Background: an optimization exercise with open tools, aiming at small area. Do not read the settings as production practice. Function was not checked in any run shown here: the RTL went through the layout flow alone. No activity file was given, so power comes from the tool's default toggle rates.

## design/flow/run.sh

```bash
#!/bin/bash
# synth_recipe.tcl (not shown) runs the flow's synth.tcl, then flattens the netlist and writes it again
# the make line also repeats each setting of config.mk as NAME=value (left out here)
make -C /OpenROAD-flow-scripts/flow DESIGN_CONFIG=/design/flow/config.mk WORK_HOME=/design/flow/orfs CLKGATE_MAP_FILE= SYNTH_SCRIPT=/design/flow/synth_recipe.tcl finish
```

## design/flow/config.mk

```make
export PLATFORM = sky130hd
export DESIGN_NAME = lpc_synth
export DESIGN_NICKNAME = lpc_synth
export VERILOG_FILES = /design/flow/design.v
export SDC_FILE = /design/flow/constraint.sdc
export NUM_CORES = 4
export LEC_CHECK = 0
export ABC_AREA = 1
export CAP_MARGIN = 20
export CORE_MARGIN = 2
export CORE_UTILIZATION = 60
export CTS_BUF_LIST = sky130_fd_sc_hd__clkbuf_4
export HOLD_SLACK_MARGIN = 0
export SLEW_MARGIN = 20
```

## design/flow/constraint.sdc

```tcl
create_clock -name core_clock -period 50.0 [get_ports {clk}]
set_input_delay 10.0000 -clock core_clock [delete_from_list [all_inputs] [get_ports {clk}]]
set_output_delay 10.0000 -clock core_clock [all_outputs]
set_load 0.01 [all_outputs]
```

## design/flow/design.v

```verilog
module lpc_rom (
    input  wire        t,
    input  wire [3:0]  sel,
    input  wire [4:0]  code,
    output reg  [9:0]  val
);
    always @* begin
        val = 10'd0;
        case (sel)
            4'd0: if (!t) begin
                case (code[3:0])
                    4'd0: val = 10'h000;
                    4'd1: val = 10'h002;
                    4'd2: val = 10'h003;
                    4'd3: val = 10'h004;
                    4'd4: val = 10'h005;
                    4'd5: val = 10'h007;
                    4'd6: val = 10'h00a;
                    4'd7: val = 10'h00f;
                    4'd8: val = 10'h014;
                    4'd9: val = 10'h020;
                    4'd10: val = 10'h029;
                    4'd11: val = 10'h039;
                    4'd12: val = 10'h051;
                    4'd13: val = 10'h072;
                    4'd14: val = 10'h0a1;
                    4'd15: val = 10'h000;
                    default: val = 10'd0;
                endcase
            end else begin
                case (code[3:0])
                    4'd0: val = 10'h000;
                    4'd1: val = 10'h001;
                    4'd2: val = 10'h002;
                    4'd3: val = 10'h003;
                    4'd4: val = 10'h004;
                    4'd5: val = 10'h006;
                    4'd6: val = 10'h008;
                    4'd7: val = 10'h00b;
                    4'd8: val = 10'h010;
                    4'd9: val = 10'h017;
                    4'd10: val = 10'h021;
                    4'd11: val = 10'h02f;
                    4'd12: val = 10'h03f;
                    4'd13: val = 10'h055;
                    4'd14: val = 10'h072;
                    4'd15: val = 10'h000;
                    default: val = 10'd0;
                endcase
            end
            4'd1: if (!t) begin
                case (code[4:0])
                    5'd0: val = 10'h20b;
                    5'd1: val = 10'h20e;
                    5'd2: val = 10'h20f;
                    5'd3: val = 10'h211;
                    5'd4: val = 10'h213;
                    5'd5: val = 10'h215;
                    5'd6: val = 10'h218;
                    5'd7: val = 10'h21e;
                    5'd8: val = 10'h222;
                    5'd9: val = 10'h226;
                    5'd10: val = 10'h22b;
                    5'd11: val = 10'h230;
                    5'd12: val = 10'h235;
                    5'd13: val = 10'h23c;
                    5'd14: val = 10'h243;
                    5'd15: val = 10'h24b;
                    5'd16: val = 10'h264;
                    5'd17: val = 10'h285;
                    5'd18: val = 10'h2ae;
                    5'd19: val = 10'h2e1;
                    5'd20: val = 10'h31d;
                    5'd21: val = 10'h363;
                    5'd22: val = 10'h3af;
                    5'd23: val = 10'h000;
                    5'd24: val = 10'h051;
                    5'd25: val = 10'h09d;
                    5'd26: val = 10'h0e3;
                    5'd27: val = 10'h11f;
                    5'd28: val = 10'h152;
                    5'd29: val = 10'h17b;
                    5'd30: val = 10'h19c;
                    5'd31: val = 10'h1b5;
                    default: val = 10'd0;
                endcase
            end else begin
                case (code[4:0])
                    5'd0: val = 10'h20b;
                    5'd1: val = 10'h20f;
                    5'd2: val = 10'h213;
                    5'd3: val = 10'h218;
                    5'd4: val = 10'h220;
                    5'd5: val = 10'h229;
                    5'd6: val = 10'h234;
                    5'd7: val = 10'h242;
                    5'd8: val = 10'h255;
                    5'd9: val = 10'h26b;
                    5'd10: val = 10'h286;
                    5'd11: val = 10'h2a8;
                    5'd12: val = 10'h2cf;
                    5'd13: val = 10'h2fd;
                    5'd14: val = 10'h332;
                    5'd15: val = 10'h36c;
                    5'd16: val = 10'h3aa;
                    5'd17: val = 10'h3eb;
                    5'd18: val = 10'h02d;
                    5'd19: val = 10'h06e;
                    5'd20: val = 10'h0ab;
                    5'd21: val = 10'h0e3;
                    5'd22: val = 10'h115;
                    5'd23: val = 10'h140;
                    5'd24: val = 10'h165;
                    5'd25: val = 10'h184;
                    5'd26: val = 10'h19d;
                    5'd27: val = 10'h1b2;
                    5'd28: val = 10'h1c3;
                    5'd29: val = 10'h1d0;
                    5'd30: val = 10'h1da;
                    5'd31: val = 10'h1f2;
                    default: val = 10'd0;
                endcase
            end
            4'd2: if (!t) begin
                case (code[4:0])
                    5'd0: val = 10'h2b8;
                    5'd1: val = 10'h2d2;
                    5'd2: val = 10'h2ee;
                    5'd3: val = 10'h30d;
                    5'd4: val = 10'h32e;
                    5'd5: val = 10'h351;
                    5'd6: val = 10'h377;
                    5'd7: val = 10'h39e;
                    5'd8: val = 10'h3c6;
                    5'd9: val = 10'h3ef;
                    5'd10: val = 10'h018;
                    5'd11: val = 10'h041;
                    5'd12: val = 10'h069;
                    5'd13: val = 10'h090;
                    5'd14: val = 10'h0b5;
                    5'd15: val = 10'h0d8;
                    5'd16: val = 10'h0f9;
                    5'd17: val = 10'h117;
                    5'd18: val = 10'h133;
                    5'd19: val = 10'h14c;
                    5'd20: val = 10'h162;
                    5'd21: val = 10'h177;
                    5'd22: val = 10'h189;
                    5'd23: val = 10'h199;
                    5'd24: val = 10'h1a7;
                    5'd25: val = 10'h1b3;
                    5'd26: val = 10'h1be;
                    5'd27: val = 10'h1c7;
                    5'd28: val = 10'h1cf;
                    5'd29: val = 10'h1d6;
                    5'd30: val = 10'h1dc;
                    5'd31: val = 10'h1fa;
                    default: val = 10'd0;
                endcase
            end else begin
                case (code[4:0])
                    5'd0: val = 10'h2a3;
                    5'd1: val = 10'h2b8;
                    5'd2: val = 10'h2cf;
                    5'd3: val = 10'h2e8;
                    5'd4: val = 10'h304;
                    5'd5: val = 10'h321;
                    5'd6: val = 10'h340;
                    5'd7: val = 10'h362;
                    5'd8: val = 10'h384;
                    5'd9: val = 10'h3a8;
                    5'd10: val = 10'h3cd;
                    5'd11: val = 10'h3f2;
                    5'd12: val = 10'h017;
                    5'd13: val = 10'h03c;
                    5'd14: val = 10'h061;
                    5'd15: val = 10'h085;
                    5'd16: val = 10'h0a7;
                    5'd17: val = 10'h0c7;
                    5'd18: val = 10'h0e6;
                    5'd19: val = 10'h103;
                    5'd20: val = 10'h11e;
                    5'd21: val = 10'h136;
                    5'd22: val = 10'h14d;
                    5'd23: val = 10'h162;
                    5'd24: val = 10'h174;
                    5'd25: val = 10'h185;
                    5'd26: val = 10'h194;
                    5'd27: val = 10'h1a1;
                    5'd28: val = 10'h1ad;
                    5'd29: val = 10'h1b7;
                    5'd30: val = 10'h1c1;
                    5'd31: val = 10'h1fa;
                    default: val = 10'd0;
                endcase
            end
            4'd3: case (code[3:0])
                4'd0: val = 10'h392;
                4'd1: val = 10'h39f;
                4'd2: val = 10'h3ad;
                4'd3: val = 10'h3ba;
                4'd4: val = 10'h3c8;
                4'd5: val = 10'h3d5;
                4'd6: val = 10'h3e3;
                4'd7: val = 10'h3f0;
                4'd8: val = 10'h3fe;
                4'd9: val = 10'h00b;
                4'd10: val = 10'h019;
                4'd11: val = 10'h026;
                4'd12: val = 10'h034;
                4'd13: val = 10'h041;
                4'd14: val = 10'h04f;
                4'd15: val = 10'h05c;
                default: val = 10'd0;
            endcase
            4'd4: case (code[3:0])
                4'd0: val = 10'h3ae;
                4'd1: val = 10'h3bc;
                4'd2: val = 10'h3ca;
                4'd3: val = 10'h3d8;
                4'd4: val = 10'h3e6;
                4'd5: val = 10'h3f4;
                4'd6: val = 10'h001;
                4'd7: val = 10'h00f;
                4'd8: val = 10'h01d;
                4'd9: val = 10'h02b;
                4'd10: val = 10'h039;
                4'd11: val = 10'h047;
                4'd12: val = 10'h055;
                4'd13: val = 10'h063;
                4'd14: val = 10'h071;
                4'd15: val = 10'h07e;
                default: val = 10'd0;
            endcase
            4'd5: case (code[3:0])
                4'd0: val = 10'h3ae;
                4'd1: val = 10'h3ba;
                4'd2: val = 10'h3c5;
                4'd3: val = 10'h3d1;
                4'd4: val = 10'h3dd;
                4'd5: val = 10'h3e8;
                4'd6: val = 10'h3f4;
                4'd7: val = 10'h3ff;
                4'd8: val = 10'h00b;
                4'd9: val = 10'h017;
                4'd10: val = 10'h022;
                4'd11: val = 10'h02e;
                4'd12: val = 10'h039;
                4'd13: val = 10'h045;
                4'd14: val = 10'h051;
                4'd15: val = 10'h05c;
                default: val = 10'd0;
            endcase
            4'd6: case (code[3:0])
                4'd0: val = 10'h3c0;
                4'd1: val = 10'h3cb;
                4'd2: val = 10'h3d6;
                4'd3: val = 10'h3e1;
                4'd4: val = 10'h3ec;
                4'd5: val = 10'h3f7;
                4'd6: val = 10'h003;
                4'd7: val = 10'h00e;
                4'd8: val = 10'h019;
                4'd9: val = 10'h024;
                4'd10: val = 10'h02f;
                4'd11: val = 10'h03a;
                4'd12: val = 10'h045;
                4'd13: val = 10'h050;
                4'd14: val = 10'h05b;
                4'd15: val = 10'h066;
                default: val = 10'd0;
            endcase
            4'd7: case (code[3:0])
                4'd0: val = 10'h3b3;
                4'd1: val = 10'h3bf;
                4'd2: val = 10'h3cb;
                4'd3: val = 10'h3d7;
                4'd4: val = 10'h3e3;
                4'd5: val = 10'h3ef;
                4'd6: val = 10'h3fb;
                4'd7: val = 10'h007;
                4'd8: val = 10'h013;
                4'd9: val = 10'h01f;
                4'd10: val = 10'h02b;
                4'd11: val = 10'h037;
                4'd12: val = 10'h043;
                4'd13: val = 10'h04f;
                4'd14: val = 10'h05a;
                4'd15: val = 10'h066;
                default: val = 10'd0;
            endcase
            4'd8: case (code[2:0])
                3'd0: val = 10'h3c0;
                3'd1: val = 10'h3d8;
                3'd2: val = 10'h3f0;
                3'd3: val = 10'h007;
                3'd4: val = 10'h01f;
                3'd5: val = 10'h037;
                3'd6: val = 10'h04f;
                3'd7: val = 10'h066;
                default: val = 10'd0;
            endcase
            4'd9: case (code[2:0])
                3'd0: val = 10'h3c0;
                3'd1: val = 10'h3d4;
                3'd2: val = 10'h3e8;
                3'd3: val = 10'h3fc;
                3'd4: val = 10'h010;
                3'd5: val = 10'h025;
                3'd6: val = 10'h039;
                3'd7: val = 10'h04d;
                default: val = 10'd0;
            endcase
            4'd10: case (code[2:0])
                3'd0: val = 10'h3cd;
                3'd1: val = 10'h3df;
                3'd2: val = 10'h3f1;
                3'd3: val = 10'h004;
                3'd4: val = 10'h016;
                3'd5: val = 10'h020;
                3'd6: val = 10'h03a;
                3'd7: val = 10'h04d;
                default: val = 10'd0;
            endcase
            default: val = 10'd0;
        endcase
    end
endmodule
module lpc_period (
    input  wire        t,
    input  wire [5:0]  code,
    output reg  [7:0]  val
);
    always @* begin
        val = 8'd0;
        if (!t) case (code)
            6'd0: val = 8'h00;
            6'd1: val = 8'h10;
            6'd2: val = 8'h11;
            6'd3: val = 8'h12;
            6'd4: val = 8'h13;
            6'd5: val = 8'h14;
            6'd6: val = 8'h15;
            6'd7: val = 8'h16;
            6'd8: val = 8'h17;
            6'd9: val = 8'h18;
            6'd10: val = 8'h19;
            6'd11: val = 8'h1a;
            6'd12: val = 8'h1b;
            6'd13: val = 8'h1c;
            6'd14: val = 8'h1d;
            6'd15: val = 8'h1e;
            6'd16: val = 8'h1f;
            6'd17: val = 8'h20;
            6'd18: val = 8'h21;
            6'd19: val = 8'h22;
            6'd20: val = 8'h23;
            6'd21: val = 8'h24;
            6'd22: val = 8'h25;
            6'd23: val = 8'h26;
            6'd24: val = 8'h27;
            6'd25: val = 8'h28;
            6'd26: val = 8'h29;
            6'd27: val = 8'h2a;
            6'd28: val = 8'h2b;
            6'd29: val = 8'h2d;
            6'd30: val = 8'h2f;
            6'd31: val = 8'h31;
            6'd32: val = 8'h33;
            6'd33: val = 8'h35;
            6'd34: val = 8'h36;
            6'd35: val = 8'h39;
            6'd36: val = 8'h3b;
            6'd37: val = 8'h3d;
            6'd38: val = 8'h3f;
            6'd39: val = 8'h42;
            6'd40: val = 8'h45;
            6'd41: val = 8'h47;
            6'd42: val = 8'h49;
            6'd43: val = 8'h4d;
            6'd44: val = 8'h4f;
            6'd45: val = 8'h51;
            6'd46: val = 8'h55;
            6'd47: val = 8'h57;
            6'd48: val = 8'h5c;
            6'd49: val = 8'h5f;
            6'd50: val = 8'h63;
            6'd51: val = 8'h66;
            6'd52: val = 8'h6a;
            6'd53: val = 8'h6e;
            6'd54: val = 8'h73;
            6'd55: val = 8'h77;
            6'd56: val = 8'h7b;
            6'd57: val = 8'h80;
            6'd58: val = 8'h85;
            6'd59: val = 8'h8a;
            6'd60: val = 8'h8f;
            6'd61: val = 8'h95;
            6'd62: val = 8'h9a;
            6'd63: val = 8'ha0;
            default: val = 8'd0;
        endcase else case (code[4:0])
            5'd0: val = 8'h00;
            5'd1: val = 8'h29;
            5'd2: val = 8'h2b;
            5'd3: val = 8'h2d;
            5'd4: val = 8'h2f;
            5'd5: val = 8'h31;
            5'd6: val = 8'h33;
            5'd7: val = 8'h35;
            5'd8: val = 8'h37;
            5'd9: val = 8'h3a;
            5'd10: val = 8'h3c;
            5'd11: val = 8'h3f;
            5'd12: val = 8'h42;
            5'd13: val = 8'h46;
            5'd14: val = 8'h49;
            5'd15: val = 8'h4c;
            5'd16: val = 8'h4f;
            5'd17: val = 8'h53;
            5'd18: val = 8'h57;
            5'd19: val = 8'h5a;
            5'd20: val = 8'h5e;
            5'd21: val = 8'h63;
            5'd22: val = 8'h67;
            5'd23: val = 8'h68;
            5'd24: val = 8'h70;
            5'd25: val = 8'h76;
            5'd26: val = 8'h7b;
            5'd27: val = 8'h81;
            5'd28: val = 8'h86;
            5'd29: val = 8'h8c;
            5'd30: val = 8'h93;
            5'd31: val = 8'h99;
            default: val = 8'd0;
        endcase
    end
endmodule
module lpc_wave (
    input  wire [5:0] idx,
    output reg  [7:0] val
);
    always @* begin
        case (idx)
            6'd0: val = 8'h00;
            6'd1: val = 8'h2a;
            6'd2: val = 8'hd4;
            6'd3: val = 8'h32;
            6'd4: val = 8'hb2;
            6'd5: val = 8'h12;
            6'd6: val = 8'h25;
            6'd7: val = 8'h14;
            6'd8: val = 8'h02;
            6'd9: val = 8'he1;
            6'd10: val = 8'hc5;
            6'd11: val = 8'h02;
            6'd12: val = 8'h5f;
            6'd13: val = 8'h5a;
            6'd14: val = 8'h05;
            6'd15: val = 8'h0f;
            6'd16: val = 8'h26;
            6'd17: val = 8'hfc;
            6'd18: val = 8'ha5;
            6'd19: val = 8'ha5;
            6'd20: val = 8'hd6;
            6'd21: val = 8'hdd;
            6'd22: val = 8'hdc;
            6'd23: val = 8'hfc;
            6'd24: val = 8'h25;
            6'd25: val = 8'h2b;
            6'd26: val = 8'h22;
            6'd27: val = 8'h21;
            6'd28: val = 8'h0f;
            6'd29: val = 8'hff;
            6'd30: val = 8'hf8;
            6'd31: val = 8'hee;
            6'd32: val = 8'hed;
            6'd33: val = 8'hef;
            6'd34: val = 8'hf7;
            6'd35: val = 8'hf6;
            6'd36: val = 8'hfa;
            6'd37: val = 8'h00;
            6'd38: val = 8'h03;
            6'd39: val = 8'h02;
            6'd40: val = 8'h01;
            default: val = 8'h00;
        endcase
    end
endmodule
module lpc_synth (
    input  wire        clk,
    input  wire        rst,
    input  wire        start,
    input  wire        mode,
    input  wire [15:0] base,
    input  wire        next,
    output wire [15:0] rom_addr,
    input  wire [7:0]  rom_data,
    output wire        ready,
    output wire        sample_valid,
    output wire [15:0] sample,
    output wire        has_next
);
    localparam NS     = 12;
    localparam SLOT_U = 4'd10;
    localparam SLOT_A = 4'd11;
    localparam S_IDLE  = 5'd0;
    localparam S_CLR   = 5'd1;
    localparam S_VZ    = 5'd2;    
    localparam S_DEC   = 5'd3;
    localparam S_EXC   = 5'd4;
    localparam S_MULE  = 5'd5;
    localparam S_WUE   = 5'd6;
    localparam S_FLD   = 5'd7;
    localparam S_MULF  = 5'd8;
    localparam S_WUF   = 5'd9;
    localparam S_UA    = 5'd10;
    localparam S_X0W   = 5'd11;
    localparam S_MULU1 = 5'd12;
    localparam S_UB    = 5'd13;
    localparam S_MULU2 = 5'd14;
    localparam S_UC    = 5'd15;
    localparam S_OUT   = 5'd16;
    localparam S_VX    = 5'd17;   
    localparam S_KPAD  = 5'd18;   
    function [7:0] inc8(input [7:0] x);
        integer k;
        reg c;
        begin
            c = 1'b1;
            for (k = 0; k < 8; k = k + 1) begin
                inc8[k] = x[k] ^ c;
                c = c & x[k];
            end
        end
    endfunction
    reg  [4:0]  state;
    reg  [16*NS-1:0] ring;
    reg  [3:0]  sc;
    wire [15:0] r9 = ring[16*NS-1 -: 16];
    reg  signed [15:0] V;
    reg  signed [15:0] S;
    reg  [3:0]  j;            
    reg  [3:0]  i;            
    reg  [3:0]  ptr;          
    reg         mode_r;
    reg         fin;
    reg  [2:0]  bitp;
    reg  [5:0]  fb;           
    reg         armed;        
    reg         rflag;
    reg  [3:0]  ecode;
    reg  [5:0]  pcode;
    reg  [38:0] kch;          
    reg         kzl;          
    reg         kzh;          
    reg  [7:0]  fpos;
    reg  [7:0]  ppos;
    reg  [15:0] lfsr;
    assign rom_addr = r9;
    assign ready    = (state == S_IDLE) | (state == S_VZ) | (state == S_VX);
    assign has_next = ~fin;
    wire accept_start = ready & start;
    wire accept_next  = ready & next & ~start;
    wire at_u   = (sc == SLOT_U);
    wire at_ptr = (sc == ptr);
    wire pzero = ~(pcode[4] | pcode[3] | pcode[2] | pcode[1] | pcode[0] |
                   (pcode[5] & ~mode_r));
    wire voiced = ~pzero;
    wire [7:0] period;
    lpc_period u_per (.t(mode_r), .code(pcode), .val(period));
    wire plt41 = ~ppos[7] & ~ppos[6] &
                 (~ppos[5] | (~ppos[4] & (~ppos[3] | (ppos[2:0] == 3'd0))));
    wire [5:0] widx = plt41 ? ppos[5:0] : 6'd0;
    wire [7:0] wval;
    lpc_wave u_wave (.idx(widx), .val(wval));
    wire is_e = (state == S_MULE);
    wire [3:0] sel = is_e ? 4'd0 : i;
    reg  [4:0] code;
    always @* begin
        case (sel)
            4'd1:    code = kch[38:34];
            4'd2:    code = kch[33:29];
            4'd3:    code = {1'b0, kch[28:25]};
            4'd4:    code = {1'b0, kch[24:21]};
            4'd5:    code = {1'b0, kch[20:17]};
            4'd6:    code = {1'b0, kch[16:13]};
            4'd7:    code = {1'b0, kch[12:9]};
            4'd8:    code = {2'b0, kch[8:6]};
            4'd9:    code = {2'b0, kch[5:3]};
            4'd10:   code = {2'b0, kch[2:0]};
            default: code = {1'b0, ecode};
        endcase
    end
    wire [9:0] kval;
    lpc_rom u_rom (.t(mode_r), .sel(sel), .code(code), .val(kval));
    wire i_le2 = ~i[3] & ~i[2] & ~(i[1] & i[0]);
    wire i_le4 = ~i[3] & (~i[2] | (~i[1] & ~i[0]));
    wire kzero = ~is_e & (i_le4 ? kzl : kzh);
    wire wide  = i_le2;
    wire kbit  = kval[j] & ~kzero;
    wire last  = (~is_e & wide) ? (j == 4'd9) : (j == 4'd7);
    wire mul_neg = ~is_e & last;            
    wire is_mul = (state == S_MULE) | (state == S_MULF) |
                  (state == S_MULU1) | (state == S_MULU2);
    wire signed [15:0] T = wide ? S : {{7{S[8]}}, S[8:0]};
    reg  [1:0]  asel;        
    reg  [1:0]  bsel;        
    reg         bneg;
    reg         cin;
    always @* begin
        asel = 2'd0; bsel = 2'd0; bneg = 1'b0; cin = 1'b0;
        case (state)
            S_MULE, S_MULF, S_MULU1, S_MULU2: begin
                asel = 2'd2;
                bsel = kbit ? 2'd1 : 2'd0;
                bneg = kbit & mul_neg;
            end
            S_WUE:  asel = 2'd2;
            S_WUF:  begin asel = 2'd1; bsel = 2'd2; bneg = 1'b1; end
            S_UB, S_UC: begin asel = 2'd1; bsel = 2'd2; end
            S_X0W:  bsel = 2'd1;
            S_DEC:  begin asel = 2'd1; cin = 1'b1; end
            default: ;
        endcase
    end
    wire [15:0] aop = (asel == 2'd1) ? r9 : (asel == 2'd2) ? S : 16'd0;
    wire [15:0] bop = (bsel == 2'd1) ? V : (bsel == 2'd2) ? T : 16'd0;
    wire [16:0] ax = {aop[15], aop};
    wire [16:0] bx = {bop[15], bop} ^ {17{bneg}};
    wire [17:0] cy;
    assign cy[0] = bneg | cin;
    genvar g;
    generate for (g = 0; g < 17; g = g + 1) begin : g_add
        assign cy[g+1] = (ax[g] & bx[g]) | (cy[g] & (ax[g] ^ bx[g]));
    end endgenerate
    wire [16:0] sum = ax ^ bx ^ cy[16:0];
    wire        clamp_en = (state == S_UA) & (i == 4'd1);
    wire        ovf = ~((r9[15:9] == 7'h00) | (r9[15:9] == 7'h7f));
    wire [15:0] r9c = (clamp_en & ovf) ? {{7{r9[15]}}, {9{~r9[15]}}} : r9;
    assign sample_valid = (state == S_VZ) | (state == S_VX);
    assign sample       = {r9[9:0] & {10{state != S_VZ}}, 6'd0};
    wire [15:0] lfsr_sh   = {1'b0, lfsr[15:1]};
    wire [15:0] lfsr_next = lfsr[0] ? (lfsr_sh ^ 16'hB800) : lfsr_sh;
    wire [15:0] exc_v = voiced ? {{8{wval[7]}}, wval} :
                        (lfsr_next[0] ? 16'h0100 : 16'hff00);
    wire [7:0] ppos_inc = inc8(ppos);
    reg        pwrap;
    integer    q;
    always @* begin
        pwrap = 1'b1;
        for (q = 0; q < 8; q = q + 1)
            pwrap = (ppos_inc[q] & ~period[q]) | (pwrap & ~(ppos_inc[q] ^ period[q]));
        pwrap = pwrap | (ppos == 8'hff);
    end
    wire do_start = rst | accept_start;
    reg  wr;
    always @* begin
        case (state)
            S_CLR:  wr = 1'b1;
            S_DEC:  wr = (sc == SLOT_A) & (bitp == 3'd7);
            S_WUE, S_WUF, S_UC: wr = at_u;
            S_X0W, S_UB: wr = at_ptr;
            default: wr = 1'b0;
        endcase
    end
    wire [15:0] din = do_start ? (base & {16{~rst}}) :
                      (wr ? sum[15:0] : r9);
    wire cbit    = rom_data[bitp];
    wire consume = (state == S_DEC) & armed;
    wire [3:0] e_full = {ecode[2:0], cbit};
    wire pz_in = ~(pcode[3] | pcode[2] | pcode[1] | pcode[0] | cbit |
                   (pcode[4] & ~mode_r));
    wire fb_e = (fb[5:2] == 4'd0);                                
    wire fb_p = ~fb[5] & ~fb[4] &                                 
                ((~fb[3] & fb[2] & (fb[1] | fb[0])) |
                 (fb[3] & ~fb[2] & ~(fb[1] & fb[0])));
    wire fb_k = fb[5] | fb[4] | (fb[3] & (fb[2] | (fb[1] & fb[0])));   
    wire [7:0] fb_i8 = inc8({2'b0, fb});
    wire [5:0] fb_inc = (fb == 6'd4 && mode_r) ? 6'd6 : fb_i8[5:0];
    reg  [3:0] ptr_dec, ptr_inc;
    always @* begin
        case (ptr)
            4'd0: begin ptr_dec = 4'd9; ptr_inc = 4'd1; end
            4'd1: begin ptr_dec = 4'd0; ptr_inc = 4'd2; end
            4'd2: begin ptr_dec = 4'd1; ptr_inc = 4'd3; end
            4'd3: begin ptr_dec = 4'd2; ptr_inc = 4'd4; end
            4'd4: begin ptr_dec = 4'd3; ptr_inc = 4'd5; end
            4'd5: begin ptr_dec = 4'd4; ptr_inc = 4'd6; end
            4'd6: begin ptr_dec = 4'd5; ptr_inc = 4'd7; end
            4'd7: begin ptr_dec = 4'd6; ptr_inc = 4'd8; end
            4'd8: begin ptr_dec = 4'd7; ptr_inc = 4'd9; end
            default: begin ptr_dec = 4'd8; ptr_inc = 4'd0; end
        endcase
    end
    wire [7:0] sc_i8 = inc8({4'b0, sc});
    wire [7:0] j_i8  = inc8({4'b0, j});
    wire [7:0] i_i8  = inc8({4'b0, i});
    wire [7:0] i_d8  = ~inc8(~{4'b0, i});
    wire [7:0] bitp_i8 = inc8({5'b0, bitp});
    always @(posedge clk) begin
        ring  <= {ring[16*(NS-1)-1:0], din};
        sc    <= (sc == SLOT_A) ? 4'd0 : sc_i8[3:0];
        armed <= (state == S_DEC) & (sc == SLOT_A);
        if (do_start) begin
            sc     <= 4'd0;
            state  <= S_CLR;
            mode_r <= rst ? 1'b0 : mode;
            fin    <= 1'b0;
            bitp   <= 3'd0;
            ecode  <= 4'd0;
            pcode  <= 6'd0;
            kzl    <= 1'b1;
            kzh    <= 1'b1;
            fpos   <= 8'd0;
            ppos   <= 8'd0;
            lfsr   <= 16'd1;
            ptr    <= 4'd0;
        end else begin
            if (is_mul) begin
                S <= mul_neg ? sum[15:0] : sum[16:1];
                j <= j_i8[3:0];
            end
            case (state)
            S_IDLE, S_VZ, S_VX: begin
                fb <= 6'd0;
                state <= S_IDLE;
                if (accept_next) begin
                    if (fin)
                        state <= S_VZ;
                    else if (fpos == 8'd0)
                        state <= S_DEC;
                    else
                        state <= S_EXC;
                end
            end
            S_CLR:  if (sc == SLOT_U) state <= S_IDLE;
            S_DEC: if (consume) begin
                bitp <= bitp_i8[2:0];
                fb   <= fb_inc;
                if (fb_e) ecode <= e_full;
                if (fb == 6'd3) begin
                    if (e_full == 4'd15) begin
                        fin   <= 1'b1;
                        state <= S_VZ;
                    end else if (e_full == 4'd0) begin
                        pcode <= 6'd0;
                        state <= S_EXC;
                    end
                end
                if (fb == 6'd4) rflag <= cbit;
                if (fb_p) pcode <= {pcode[4:0], cbit};
                if (fb == 6'd10 && rflag) begin
                    if (pz_in) kzh <= 1'b1;
                    state <= S_EXC;
                end
                if (fb_k) kch <= {kch[37:0], cbit};
                if (fb == 6'd28) begin
                    kzl <= 1'b0;
                    if (pzero) begin
                        kzh   <= 1'b1;
                        state <= S_KPAD;
                    end
                end
                if (fb == 6'd49) begin
                    kzh   <= 1'b0;
                    state <= S_EXC;
                end
            end
            S_KPAD: begin
                fb  <= fb_inc;
                kch <= {kch[37:0], cbit};
                if (fb == 6'd49) state <= S_EXC;
            end
            S_EXC: begin
                fpos <= (fpos == 8'd199) ? 8'd0 : inc8(fpos);
                if (voiced)
                    ppos <= pwrap ? 8'd0 : ppos_inc;
                else
                    lfsr <= lfsr_next;
                V <= exc_v;
                S <= 16'd0;
                j <= 4'd0;
                state <= S_MULE;
            end
            S_MULE: if (last) state <= S_WUE;
            S_WUE: if (at_u) begin
                i <= 4'd10;
                state <= S_FLD;
            end
            S_FLD: if (at_ptr) begin
                V <= r9;
                S <= 16'd0;
                j <= 4'd0;
                state <= S_MULF;
            end
            S_MULF: if (last) state <= S_WUF;
            S_WUF: if (at_u) begin
                if (i == 4'd1) begin
                    state <= S_UA;
                end else begin
                    i   <= i_d8[3:0];
                    ptr <= ptr_dec;
                    state <= S_FLD;
                end
            end
            S_UA: if (at_u) begin
                V <= r9c;
                S <= 16'd0;
                j <= 4'd0;
                if (i == 4'd1) begin
                    ptr   <= ptr_dec;
                    state <= S_X0W;
                end else
                    state <= S_MULU1;
            end
            S_X0W: if (at_ptr) begin
                ptr   <= ptr_inc;
                state <= S_MULU1;
            end
            S_MULU1: if (last) state <= S_UB;
            S_UB: if (at_ptr) begin
                V <= r9;
                S <= 16'd0;
                j <= 4'd0;
                state <= (i == 4'd9) ? S_OUT : S_MULU2;
            end
            S_MULU2: if (last) state <= S_UC;
            S_UC: if (at_u) begin
                i   <= i_i8[3:0];
                ptr <= ptr_inc;
                state <= S_UA;
            end
            S_OUT: if ((ptr == 4'd9) ? (sc == SLOT_A) : at_ptr) state <= S_VX;
            default: state <= S_IDLE;
            endcase
        end
    end
endmodule
```

==> results of run 1 <==
==> flip-flops by register name, summed over array words and instances (netlist names), 5 cells and up, named ones only <==
| signal | count |
|---|---|
| S | 16 |
| V | 16 |
| fb | 6 |
| fpos | 8 |
| kch | 39 |
| lfsr | 16 |
| pcode | 6 |
| ppos | 8 |
| ring | 192 |
| state | 5 |
==> through the flow <==
step           setup WS (ns)  utilization [%]  instance area, sq um  total power [W]
2_1_floorplan          36.21                -                 18800         0.000361
3_3_place_gp           36.47             63.1                 19400         0.000378
3_5_place_dp           36.42             63.1                 19400         0.000380
4_1_cts                36.88             66.9                 20600         0.000629
5_1_grt                36.11             67.0                 20600         0.000652
6_report               36.65             67.0                 20600         0.000626
==> final cells by class <==
type | instances | area, sq um | share of cell area (%)
multi-input combinational | 1665 | 8930 | 43.4
sequential | 364 | 8160 | 39.6
inverter | 300 | 1130 | 5.49
clock buffer | 131 | 983 | 4.78
timing repair buffer | 75 | 706 | 3.43
tap | 396 | 495 | 2.41
clock inverter | 33 | 178 | 0.863
antenna | 4 | 10.0 | 0.0486
==> Yosys cell counts, types with 23 or more instances <==
library cell	n
inv_1	275
nand2_1	528
edfxtp_1	87
o22ai_1	23
ha_1	78
buf_4	33
dfxtp_1	277
nand4_1	41
a21oi_1	122
o21ai_0	161
o211ai_1	44
nand3_1	241
clkbuf_1	45
nor2_1	226
nor3_1	24
==> logic make-up after synthesis <==
group	after synthesis	synth area share, %
compound gates	428	13.2
flops	364	43.4
xor+xnor	13	0.606
mux	8	0.426
simple gates	1116	26.0
buf+inv	409	9.39
fa+ha+maj	94	6.90
other cells	1	0.0200
==> metal layers <==
metal / global-route usage, % / up-vias / wire, um
li1: - / 8259 / -
met5: 0 / - / 0
met1: 43.5 / 8075 / 21800
met3: 7.64 / 253 / 5760
met2: 55.0 / 1159 / 25900
met4: 18.7 / 0 / 3200
==> critical path, delay by kind of cell, from the launching register on <==
family | cells | cell delay [ns]
fa+ha+maj | 16 | 7.19
simple gates | 24 | 3.76
flops | 1 | 0.71
compound gates | 3 | 0.37
buf+inv | 7 | 1.07
==> worst paths after layout <==
path	startpoint	endpoint	slack, ns	cells past startpoint
worst max-delay path	i[1]	S[14]	36.65	50
worst min-delay path	ring[75]	ring[91]	0.26	0
worst max register to register	i[1]	S[14]	36.65	50
worst min register to register	ring[75]	ring[91]	0.26	0
==> power breakdown <==
part / switching (W) / internal, W
logic: 0.0000276 / 0.0000154
clock network: 0.000124 / 0.000127
registers: 0.00000969 / 0.000322
==> qor.txt, run 1 <==
Outcome: finished clean
CP max stage delay: 0.71 ns
Synth Cell Area: 18800 sq um
Worst hold slack: 0.262 ns
Number of flops mapped to enable cells by yosys: 87
Fillers: 2605
Maxcap violations: 0
# resized after CTS: 0
Die area: 32800 sq um
Layout cells sized above 1: 9.03%
Critical path arrival: 13.95 ns
Clock latency on the worst-skew pair: 0.88 ns
Final Hold Vio Count: 0
# rows: 64
Min-Delay Path Class: register to register
Register area share after synthesis: 43.4%
Avg WL per Cell: 19.1 um
Clk sink count: 364
Number of global-route vias before repair: 16700
Most common cell after layout, fill and taps aside: nand2_1
Final worst-path cycle share: 26.7%
Area leader, netlist: dfxtp_1
First-pass GRT wire length: 89100 um
Max frequency: 0.0749 GHz
Peak supply drop: 0.0000334 V
GP Congestion: 1.02
Max clock buf depth: 3
Initial antenna violation count: 2
Clock skew: 0.105 ns
Nets@finish: 2618
Boundary pin count: 64
# DRC: 0
Vias/cell: 5.98
Number of distinct library cells after synthesis: 61
Pleak: 9.25 nW
Overflow after GRT: 0
Detailed placement HPWL: 39400 um
Non-Filler Instances: 2968
Cell Pwr Density: 30.4 nW/um^2
CTS tree: built
1st-iter DRT viols: 2193
CP Max Fanout: 62
# Post-CTS Setup Buffers: 0
Endpoints failing setup: 0
Root Driver: clkbuf_4
All-layer global routing usage: 34.4%
CP endpoint kind: register
Vias: 17700
Top area cells in the synthesized netlist: dfxtp_1 (30%), edfxtp_1 (14%), nand2_1 (11%), nand3_1 (6.4%), inv_1 (5.5%)
Synthesized area per cell: 7.73 sq um
Drt total wl: 56700 um
CTS buffer count: 89
Startpoint Class: register
Ys Warns: 4
Synth top area share: 29.5%
CP Class: register to register
H-tree depth: 3
Most common cell on crit path: fa_1
RSZ-0062 raised after global routing: no
ANT nets after route: 0
Cts hold-fix bufs: 0
CORE AREA: 30700 sq um
Main flop type after synthesis: dfxtp_1
Fraction of registers with async set/reset: 0%
Initial Utilization: 61.1%
Syn Inst Count: 2433
Die extent in x: 181 um
Final slew viol count: 0
Synth-to-Final Area Change: 9.54%
Worst-margin pin slew: 0.998 ns
Clk pin slew, worst setup/hold paths: 0.07 ns
Most frequent cells in the layout: nand2_1 (528), dfxtp_1 (277), inv_1 (275), nand3_1 (240), nor2_1 (223)
Inst Count DP: 2800
Max-Slew Margin vs Limit: 33.3%
Largest net degree at the start of global routing: 73
Die Span Y: 181 um
Number of synthesized register bits: 364
WP data required: 50.61 ns
Minimum clock period: 13.35 ns
PortBufs: 57
CP max-delay cell: edfxtp_1
TritonRoute pass-1 iters: 12
Setup TNS: 0 ns
==> inputs of run 2 (changes only) <==
--- a/design/flow/config.mk
+++ b/design/flow/config.mk
@@ -9,6 +9,7 @@
 export CAP_MARGIN = 20
 export CORE_MARGIN = 2
 export CORE_UTILIZATION = 60
-export CTS_BUF_LIST = sky130_fd_sc_hd__clkbuf_4
+export CTS_BUF_LIST = sky130_fd_sc_hd__clkbuf_2 sky130_fd_sc_hd__clkbuf_4
+export CTS_CLUSTER_SIZE = 40
 export HOLD_SLACK_MARGIN = 0
 export SLEW_MARGIN = 20
==> run 2 against run 1 <==
- still clean on timing, DRC and antenna
- critical path depth is the same
- worst hold slack is the same
- utilization is the same
- sequential cell count is the same
- wire length is the same
- clock power is essentially flat
- non-clock buffer count is the same
- fmax is the same
- sequential power is essentially flat
- register-to-register slack is essentially flat
- synthesized cell count is the same
- highest routed layer unchanged
==> qor.txt, run 2 <==
Outcome: finished clean
Final slew viol count: 0
Clk sink count: 364
Final worst-path cycle share: 26.7%
Synth Cell Area: 18800 sq um
Ys Warns: 4
Syn Inst Count: 2433
Register area share after synthesis: 43.4%
CP Max Fanout: 62
Clk pin slew, worst setup/hold paths: 0.07 ns
RSZ-0062 raised after global routing: no
Startpoint Class: register
WP data required: 50.61 ns
H-tree depth: 3
Clock latency on the worst-skew pair: 0.88 ns
Vias: 17700
1st-iter DRT viols: 2193
Cts hold-fix bufs: 0
Largest net degree at the start of global routing: 73
Synthesized area per cell: 7.73 sq um
Die area: 32800 sq um
CP Class: register to register
Avg WL per Cell: 19.1 um
Overflow after GRT: 0
# resized after CTS: 0
Detailed placement HPWL: 39400 um
Peak supply drop: 0.0000334 V
Clock skew: 0.105 ns
Cell Pwr Density: 30.4 nW/um^2
Die Span Y: 181 um
Nets@finish: 2618
Most flops, register: ring
Inst Count DP: 2800
Setup TNS: 0 ns
CP max stage delay: 0.71 ns
Root Driver: clkbuf_4
Max frequency: 0.0749 GHz
Multi-input logic area: 8930 sq um
Minimum clock period: 13.35 ns
R2R depth: 50
Die extent in x: 181 um
Area leader, netlist: dfxtp_1
PortBufs: 57
CORE AREA: 30700 sq um
Synth top area share: 29.5%
# DRC: 0
ANT nets after route: 0
TritonRoute pass-1 iters: 12
First-pass GRT wire length: 89100 um
CP endpoint kind: register
Post-DP Area: 19400 sq um
Initial Utilization: 61.1%
Number of flops mapped to enable cells by yosys: 87
Largest regs: ring: 192 flops, kch: 39 flops
CTS tree: built
Max clock buf depth: 3
All-layer global routing usage: 34.4%
Hold Path Depth: 0
# Post-CTS Setup Buffers: 0
CP max-delay cell: edfxtp_1
Final Hold Vio Count: 0
Synth cell count leaders: nand2_1 (528), dfxtp_1 (277), inv_1 (275)
Largest register FFs: 192
Number of global-route vias before repair: 16700
Most common cell on crit path: fa_1
Non-Filler Instances: 2968
Vias/cell: 5.98
Top area cells in the synthesized netlist: dfxtp_1 (30%), edfxtp_1 (14%), nand2_1 (11%), nand3_1 (6.4%), inv_1 (5.5%)
Initial antenna violation count: 2
Area occupied by registers: 8160 sq um
Boundary pin count: 64
Max-Slew Margin vs Limit: 33.3%
Pleak: 9.25 nW
Most common cell after layout, fill and taps aside: nand2_1
Drt total wl: 56700 um
Number of synthesized register bits: 364
Maxcap violations: 0
GP Congestion: 1.02
Worst-margin pin slew: 0.998 ns
Worst hold slack: 0.262 ns
Post-route cell area: 20600 sq um
Number of distinct library cells after synthesis: 61
Critical path arrival: 13.95 ns
Layout cells sized above 1: 9.03%
Main flop type after synthesis: dfxtp_1
# rows: 64
Min-Delay Path Class: register to register
Most frequent cells in the layout: nand2_1 (528), dfxtp_1 (277), inv_1 (275), nand3_1 (240), nor2_1 (223)
Fraction of registers with async set/reset: 0%
Synth-to-Final Area Change: 9.54%
CTS buffer count: 89
Endpoints failing setup: 0
Most frequent cell after synthesis: nand2_1
Fillers: 2605
run 2: report_power, final:
part | total (W) | switching (W) | internal (W) | leakage [nW]
Clock | 0.000251 | 0.000124 | 0.000127 | 0.685
Sequential | 0.000332 | 0.00000969 | 0.000322 | 3.04
Combinational | 0.0000430 | 0.0000276 | 0.0000154 | 5.53
run 2: layer usage:
layer	share of wire (%)	wire, um	GRT usage, %
met3	10	5760	7.64
met1	38	21800	43.5
met4	5.6	3200	18.7
met5	0	0	0
met2	46	25900	55.0
run 2: logic make-up (layout without fill, tap and decap cells):
kind of cell | after synthesis | count (layout) | synth area share (%)
adders and majority gates | 94 | 94 | 6.90
and+or+nand+nor | 1116 | 1116 | 26.0
xor gates and xnor gates | 13 | 13 | 0.606
other | 1 | 10 | 0.0200
muxes | 8 | 8 | 0.426
buffers and inverters | 409 | 539 | 9.39
DFF | 364 | 364 | 43.4
AOI/OAI and AO/OA | 428 | 428 | 13.2
run 2: critical path: cells and delay by family (launching register included):
kind / cells / cell delay (ns)
flops: 1 / 0.71
buf+inv: 7 / 1.07
fa+ha+maj: 16 / 7.19
simple gates: 24 / 3.76
compound gates: 3 / 0.37
run 2: cell type report:
| class | count | share of cell area [%] |
|---|---|---|
| clock buffer | 131 | 4.78 |
| sequential | 364 | 39.6 |
| tap | 396 | 2.41 |
| multi-input combinational | 1665 | 43.4 |
| inverter | 300 | 5.49 |
| clock inverter | 33 | 0.863 |
| timing repair buffer | 75 | 3.43 |
| antenna | 4 | 0.0486 |
run 2: through the flow:
stage                     setup WS, ns  utilization [%]  total power [W]
after floorplan                  36.21                -         0.000361
after global placement           36.47             63.1         0.000378
after detailed placement         36.42             63.1         0.000380
after CTS                        36.88             66.9         0.000629
after global routing             36.11             67.0         0.000652
final                            36.65             67.0         0.000626
run 2: worst paths after layout:
path            start       end  slack [ns]
max              i[1]     S[14]       36.65
min          ring[75]  ring[91]        0.26
max reg2reg      i[1]     S[14]       36.65
min reg2reg  ring[75]  ring[91]        0.26

## what the ideal ports hide
No port has a modelled driver above. Below, the same layouts with a new extraction and two added sets of constraints. Step 1, drivers: a clkbuf_16 drives clk and a buf_2 each remaining input, both assumed. Step 2 times the ports against the registers' clock, not the clock port: input delays grow and output delays shrink by t, the midpoint of the rising clock arrivals with the driver on. a / b / c = ideal ports / drivers / drivers and shift; a / b = the first two.
run	shift t [ns]	setup WS [ns]	hold WS [ns]	pins driven straight from the clock port
run 1	0.877	36.654 / 36.654 / 36.298	0.262 / 0.262 / 0.262	1
run 2	0.877	36.654 / 36.654 / 36.298	0.262 / 0.262 / 0.262	1
After both steps every run listed still meets setup and hold.
